Context: an optimization exercise on an open-source flow, tuned for small area. The choices shown serve that exercise and are no tape-out recipe.
RTL that was checked went through simulation tests only; none was proved equivalent to the original.
Power is estimated from default activity; no workload was simulated.

==> job 8426: inputs <==
==> flow/design.v (excerpt) <==
module ck16_decode (
    input  wire        clk,
    input  wire        rst,
    input  wire        start,
    input  wire [10:0] win_len,
    input  wire        csum_strict,
    input  wire        end_check,
    output reg         busy,
    output reg         done,
    output wire        mem_rd_en,
    output wire [9:0]  mem_rd_addr,
    input  wire [7:0]  mem_rd_data,
    output reg  [3:0]  result,
    output wire        valid,
    output reg  [7:0]  flags,    
    output wire [7:0]  rec_ncells,
    output reg  [15:0] rec_vmin,
    output reg  [15:0] rec_vmax,
    output wire [15:0] rec_vdelta,
    output wire [31:0] rec_tmos,
    output wire [31:0] rec_tp1,
    output wire [31:0] rec_tp2,
    output reg  [15:0] rec_vpack,
    output wire [31:0] rec_ipack,
    output reg  [7:0]  rec_soc,
    output reg  [5:0]  rec_fixvalid,
    output wire [7:0]  rec_nextra,
    output wire [16:0] rec_cellhdr,
    output wire [16:0] fr_len,
    output wire [31:0] fr_csum,
  ...
==> flow/config.mk <==
export PLATFORM = sky130hd
export DESIGN_NAME = ck16_decode
export DESIGN_NICKNAME = ck16_decode
export VERILOG_FILES = /design/flow/design.v
export SDC_FILE = /design/flow/constraint.sdc
export NUM_CORES = 4
export LEC_CHECK = 0
export ABC_AREA = 1
export CAP_MARGIN = 20
export CORE_MARGIN = 2
export CORE_UTILIZATION = 70
export PLACE_DENSITY = 0.8
export SLEW_MARGIN = 20
==> flow/constraint.sdc <==
create_clock -name core_clock -period 10.0 [get_ports {clk}]
set_input_delay 2.0000 -clock core_clock [delete_from_list [all_inputs] [get_ports {clk}]]
set_output_delay 2.0000 -clock core_clock [all_outputs]
set_load 0.01 [all_outputs]
run.sh (not shown) runs the stock make flow with config.mk's settings and CLKGATE_MAP_FILE= SYNTH_SCRIPT=/design/flow/synth_recipe.tcl, a recipe that flattens the netlist after the stock synthesis.
==> job 4368 (differences from job 8426) <==
--- a/flow/design.v
+++ b/flow/design.v
@@ -230,28 +230,42 @@
     wire [10:0] base = (state == S_HDR) ? 11'd0 : off;
     assign mem_rd_en   = reads && !pend;
     wire [17:0] addr_s = add18({8'd0, base[9:0]}, {13'd0, k}, 1'b0);
     assign mem_rd_addr = addr_s[9:0];
     wire [17:0] kinc_s = add18({13'd0, k}, 18'd1, 1'b0);
     wire [4:0]  kinc   = kinc_s[4:0];
-    wire [17:0] e_s  = add18({7'd0, lenf[10:0]}, 18'd2, 1'b0);
     wire [4:0]  xw;
     wire [1:0]  fw;
-    reg  [4:0]  cmpc;
+    reg  [10:0] cmpc;
+    reg  [10:0] xwm2;          
+    always @* begin
+        if (xid[4:3] == 2'b00)
+            xwm2 = 11'h7FF;
+        else if (xid[4:3] != 2'b11)
+            xwm2 = 11'd0;
+        else if (xid[2] == 1'b0)
+            xwm2 = 11'd2;
+        else case (xid[1:0])
+            2'd0:    xwm2 = 11'd8;
+            2'd1:    xwm2 = 11'd6;
+            2'd2:    xwm2 = 11'd13;
+            default: xwm2 = 11'd22;
+        endcase
+    end
     always @* begin
         case (state)
-            S_LENCHK: cmpc = 5'd0;
-            S_CSUM:   cmpc = 5'd5;
-            S_CLOOP:  cmpc = 5'd2;
-            S_FLOOP:  cmpc = {3'd0, fw};
-            S_XDUP:   cmpc = xw;
-            default:  cmpc = 5'd9;
+            S_LENCHK: cmpc = 11'h7FE;                   
+            S_CSUM:   cmpc = 11'd3;
+            S_CLOOP:  cmpc = 11'd0;
+            S_FLOOP:  cmpc = fw[1] ? 11'd0 : 11'h7FF;
+            S_XDUP:   cmpc = xwm2;
+            default:  cmpc = 11'd7;
         endcase
     end
-    wire [17:0] x_s = add18({7'd0, off}, {13'd0, cmpc}, 1'b0);
-    wire        ltE = lt18({6'd0, x_s[11:0]}, {6'd0, e_s[11:0]});
+    wire [17:0] x_s = add18({7'd0, off}, {7'd0, cmpc}, 1'b0);
+    wire        ltE = lt18({7'd0, x_s[10:0]}, {7'd0, lenf[10:0]});
     reg  [4:0]  step;
     always @* begin
         case (state)
             S_CWR:   step = 5'd2;
             S_FV:    step = {3'd0, fw};
             S_XDUP,
@@ -272,13 +286,13 @@
     wire [17:0] fsub   = add18({1'b0, fkc}, ~{1'b0, fx}, 1'b1);
     wire [16:0] fdec   = fneg ? fsub[16:0] : fx;
     wire [16:0] fbus   = idle ? 17'd0 : fdec;
     assign      fw     = (fk == 3'd5) ? 2'd1 : 2'd2;
     wire [23:0] c_tail = cring[23*24 +: 24];
     wire        cwe    = (state == S_CWR) && (cc_nx == ncell);
-    wire [15:0] mv     = {c_tail[15:8], tmp};
+    wire [15:0] mv     = {c_tail[7:0], tmp};
     wire        vmax_z = (rec_vmax == 16'd0);
     wire [20:0] x_tail = xring[15*21 +: 21];
     wire [15:0] u_tail = uring[7*16 +: 16];
     assign      xw     = fct_width(xid);
     wire        xtext  = (xid[4:2] == 3'b111);
     wire        xwide  = (xid[4:3] == 2'b11);
@@ -305,37 +319,31 @@
             cc <= 5'd0;
             xc <= 4'd0;
         end else begin
             cc <= cc_nx;
             xc <= xc1;
         end
-        cring <= {cring[0 +: 23*24],
-                  (cwe && k == 5'd0) ? tmp : c_tail[23:16],
-                  (cwe && k == 5'd1) ? tmp : c_tail[15:8],
-                  (cwe && k == 5'd2) ? tmp : c_tail[7:0]};
+        pend <= !rst && reads && !pend;
+        hit  <= (state == S_XDUP) && hitnow && (k[3:0] != 4'd15);
+        cring <= {cring[0 +: 23*24], cwe ? {c_tail[15:0], tmp} : c_tail};
         xring <= {xring[0 +: 15*21],
                   (xwe && xl[0]) ? xid : x_tail[20:16],
-                  (xwe && xl[0]) ? tmp : x_tail[15:8],
-                  (xwe && !xl[0]) ? tmp : x_tail[7:0]};
-        uring <= {uring[0 +: 7*16],
-                  (uwe && xl[0]) ? tmp : u_tail[15:8],
-                  (uwe && !xl[0]) ? tmp : u_tail[7:0]};
+                  xwe ? {x_tail[7:0], tmp} : x_tail[15:0]};
+        uring <= {uring[0 +: 7*16], uwe ? {u_tail[7:0], tmp} : u_tail};
     end
     always @(posedge clk) begin
         if (rst) begin
             state <= S_IDLE;
-            pend  <= 1'b0;
             busy  <= 1'b0;
             done  <= 1'b0;
         end else if (idle) begin
             if (start) begin
                 busy     <= 1'b1;
                 done     <= 1'b0;
                 strict_q <= csum_strict;
                 endchk_q <= end_check;
-                pend     <= 1'b0;
                 off      <= win_len;
                 k        <= 5'd0;
                 result       <= 4'd0;
                 flags        <= 8'd0;
                 ncell        <= 5'd0;
                 nx           <= 5'd0;
@@ -358,15 +366,13 @@
                     state  <= S_DONE;
                 end else begin
                     state <= S_HDR;
                 end
             end
         end else if (reads && !pend) begin
-            pend <= 1'b1;
         end else begin
-            pend <= 1'b0;
             case (state)
                 S_HDR: begin
                     k <= kinc;
                     case (k[1:0])
                         2'd0: if (rd != 8'h4E) begin result <= R_BAD_START; state <= S_DONE; end
                         2'd1: if (rd != 8'h57) begin result <= R_BAD_START; state <= S_DONE; end
@@ -538,18 +544,16 @@
                     if (!lk[5]) begin
                         flags[6] <= 1'b1;
                         off      <= oadv;
                         state    <= S_XLOOP;
                     end else begin
                         xid   <= lk[4:0];
-                        hit   <= 1'b0;
                         state <= S_XDUP;
                     end
                 end
                 S_XDUP: begin
-                    hit <= hitnow;
                     k   <= kinc;
                     if (k[3:0] == 4'd15) begin
                         if (hitnow) begin
                             flags[7] <= 1'b1;
                             off      <= oadv;
                             state    <= S_XLOOP;
@@ -637,70 +641,35 @@
     assign fr_pend     = reached5 ? {6'd0, pe_s[9:0]} : 16'd0;
     assign fr_xoff     = {7'd0, xoff_q};
     assign fr_eoff     = reached7 ? {5'd0, off} : 16'd0;
     wire [17:0] cdiff = add18({13'd0, cc}, ~{13'd0, cell_sel}, 1'b1);
     wire [17:0] cfix  = add18({13'd0, cdiff[4:0]}, 18'd24, 1'b0);
     wire [4:0]  cp    = cdiff[5] ? cfix[4:0] : cdiff[4:0];
-    reg [16*24-1:0] cm1;
-    reg [8*24-1:0]  cm2;
-    reg [4*24-1:0]  cm3;
-    reg [2*24-1:0]  cm4;
-    reg [8*24-1:0]  ch1;
-    reg [4*24-1:0]  ch2;
-    reg [2*24-1:0]  ch3;
-    reg [23:0]      cmux;
+    reg [23:0] cmux;
     always @* begin
-        for (i = 0; i < 8; i = i + 1)
-            cm1[i*24 +: 24] = cp[0] ? cring[(2*i+1)*24 +: 24] : cring[(2*i)*24 +: 24];
-        for (i = 0; i < 4; i = i + 1)
-            cm2[i*24 +: 24] = cp[1] ? cm1[(2*i+1)*24 +: 24] : cm1[(2*i)*24 +: 24];
-        for (i = 0; i < 2; i = i + 1)
-            cm3[i*24 +: 24] = cp[2] ? cm2[(2*i+1)*24 +: 24] : cm2[(2*i)*24 +: 24];
-        cm4[23:0] = cp[3] ? cm3[47:24] : cm3[23:0];
-        for (i = 0; i < 4; i = i + 1)
-            ch1[i*24 +: 24] = cp[0] ? cring[(16+2*i+1)*24 +: 24] : cring[(16+2*i)*24 +: 24];
-        for (i = 0; i < 2; i = i + 1)
-            ch2[i*24 +: 24] = cp[1] ? ch1[(2*i+1)*24 +: 24] : ch1[(2*i)*24 +: 24];
-        ch3[23:0] = cp[2] ? ch2[47:24] : ch2[23:0];
-        cmux = cp[4] ? ch3[23:0] : cm4[23:0];
-        cm1[16*24-1:8*24] = {8*24{1'b0}};
-        cm2[8*24-1:4*24]  = {4*24{1'b0}};
-        cm3[4*24-1:2*24]  = {2*24{1'b0}};
-        cm4[2*24-1:24]    = 24'd0;
-        ch1[8*24-1:4*24]  = {4*24{1'b0}};
-        ch2[4*24-1:2*24]  = {2*24{1'b0}};
-        ch3[2*24-1:24]    = 24'd0;
+        cmux = 24'd0;
+        for (i = 0; i < 24; i = i + 1)
+            cmux = cmux | ({24{cp == i[4:0]}} & cring[i*24 +: 24]);
     end
     assign cell_word = lt18({13'd0, cell_sel}, {13'd0, ncell}) ? cmux : 24'd0;
     wire [17:0] xp_s = add18({14'd0, xc}, ~{14'd0, xe_sel}, 1'b1);
     wire [3:0]  xp   = xp_s[3:0];
-    reg  [8*21-1:0] xm1;
-    reg  [4*21-1:0] xm2;
-    reg  [2*21-1:0] xm3;
-    reg  [20:0]     xm;
+    reg  [20:0] xm;
     always @* begin
-        for (i = 0; i < 8; i = i + 1)
-            xm1[i*21 +: 21] = xp[0] ? xring[(2*i+1)*21 +: 21] : xring[(2*i)*21 +: 21];
-        for (i = 0; i < 4; i = i + 1)
-            xm2[i*21 +: 21] = xp[1] ? xm1[(2*i+1)*21 +: 21] : xm1[(2*i)*21 +: 21];
-        for (i = 0; i < 2; i = i + 1)
-            xm3[i*21 +: 21] = xp[2] ? xm2[(2*i+1)*21 +: 21] : xm2[(2*i)*21 +: 21];
-        xm = xp[3] ? xm3[41:21] : xm3[20:0];
+        xm = 21'd0;
+        for (i = 0; i < 16; i = i + 1)
+            xm = xm | ({21{xp == i[3:0]}} & xring[i*21 +: 21]);
     end
     wire [4:0]  rid  = xm[20:16];
     wire [17:0] up_s = add18({15'd0, xc[2:0]}, ~{15'd0, rid[2:0]}, 1'b1);
     wire [2:0]  up   = up_s[2:0];
-    reg  [4*16-1:0] um1;
-    reg  [2*16-1:0] um2;
-    reg  [15:0]     um;
+    reg  [15:0] um;
     always @* begin
-        for (i = 0; i < 4; i = i + 1)
-            um1[i*16 +: 16] = up[0] ? uring[(2*i+1)*16 +: 16] : uring[(2*i)*16 +: 16];
-        for (i = 0; i < 2; i = i + 1)
-            um2[i*16 +: 16] = up[1] ? um1[(2*i+1)*16 +: 16] : um1[(2*i)*16 +: 16];
-        um = up[2] ? um2[31:16] : um2[15:0];
+        um = 16'd0;
+        for (i = 0; i < 8; i = i + 1)
+            um = um | ({16{up == i[2:0]}} & uring[i*16 +: 16]);
     end
     wire        xv    = lt18({14'd0, xe_sel}, {13'd0, nx});
     wire        rtext = (rid[4:2] == 3'b111);
     wire        rwide = (rid[4:3] == 2'b11);
     reg  [4:0]  rtl;
     always @* begin
==> flow/flow/run.sh (new file) <==
#!/bin/bash
# Standard ORFS layout with two changes: the port buffers are the smallest
# buffer (buf_1), and CTS uses the given clock buffers and sink clusters
# without dummy balancing loads. Full tool output goes to flow_make.log
# here; ORFS's per-step logs stay under orfs/logs.
set -euo pipefail
bash standard.sh \
  "BUFFER_PORTS_ARGS=-buffer_cell sky130_fd_sc_hd__buf_1" \
  "CTS_ARGS=-sink_clustering_enable -repair_clock_nets -dont_use_dummy_load -buf_list {sky130_fd_sc_hd__clkbuf_8} -sink_clustering_size 14 -sink_clustering_max_diameter 50" \
  finish > flow_make.log 2>&1
==> flow/standard.sh (new file) <==
#!/bin/bash
# synth_recipe.tcl (not shown) runs the flow's synth.tcl, then flattens the netlist and writes it again
# the make line also repeats each setting of config.mk as NAME=value (left out here)
make -C /OpenROAD-flow-scripts/flow DESIGN_CONFIG=/design/flow/config.mk WORK_HOME=/design/flow/orfs CLKGATE_MAP_FILE= SYNTH_SCRIPT=/design/flow/synth_recipe.tcl "${@:-finish}"
ABC_AREA = not set   (was 1)
CORE_UTILIZATION = 65   (was 70)
PLACE_DENSITY = 0.75   (was 0.8)
removed: flow/run.sh
==> comparison <==
Total power: job 8426 is larger than job 4368 (38%).
Clock power: job 4368 is lower than job 8426 (about 46%).
First-iteration DRC count: job 4368 is lower than job 8426 (11%).
Wire length: job 8426 is higher than job 4368 (about 9%).
==> figures <==
quantity                                                            job 8426   job 4368
Result of the run                           no timing/DRC/antenna violations  no timing/DRC/antenna violations
Number of well-tap cells placed                                          940        950
Share of the synthesized netlist area taken by xor and xnor gates   0.005108    0.01025
Initial cell density of the core                                      0.7088     0.6583
Number of non-clock buffers in the layout                                500        538
Simple-Gate Fraction of Synth Area                                    0.1277    0.09717
Die boundary height                                                 270.5 um   273.5 um
Net count reported at finish                                            5681       4555
Pleak                                                               23.80 nW   19.33 nW
Total Wirelength                                                   146400 um  134700 um
Function not checked in job 4368: the RTL went through the layout flow alone.

-- static timing again, ports no longer ideal --
Ports are ideal in the flow. The routed layouts listed here were re-timed in OpenROAD. Step 1, drivers: a clkbuf_16 drives clk and a buf_2 each remaining input, both assumed. Step 2 also shifts input and output timing later by t, the mid clock arrival at the registers, as if the neighbouring blocks saw the same clock. Three values: ideal ports, drivers, drivers and shift; two values: the first two.
run | t (ns) | setup WS [ns] | latest minus earliest clock arrival (ns) | pins driven straight from the clock port
job 8426 | 0.778 | 0.349 / 0.280 / 0.402 | 0.053 / 0.053 | 1
job 4368 | 0.781 | 0.365 / 0.336 / 0.336 | 0.127 / 0.128 | 1
After both steps setup and hold are still met in every run listed. The setup slack of job 4368, which loses most, moves by -0.029 ns with the drivers and by -0.029 ns with both steps.
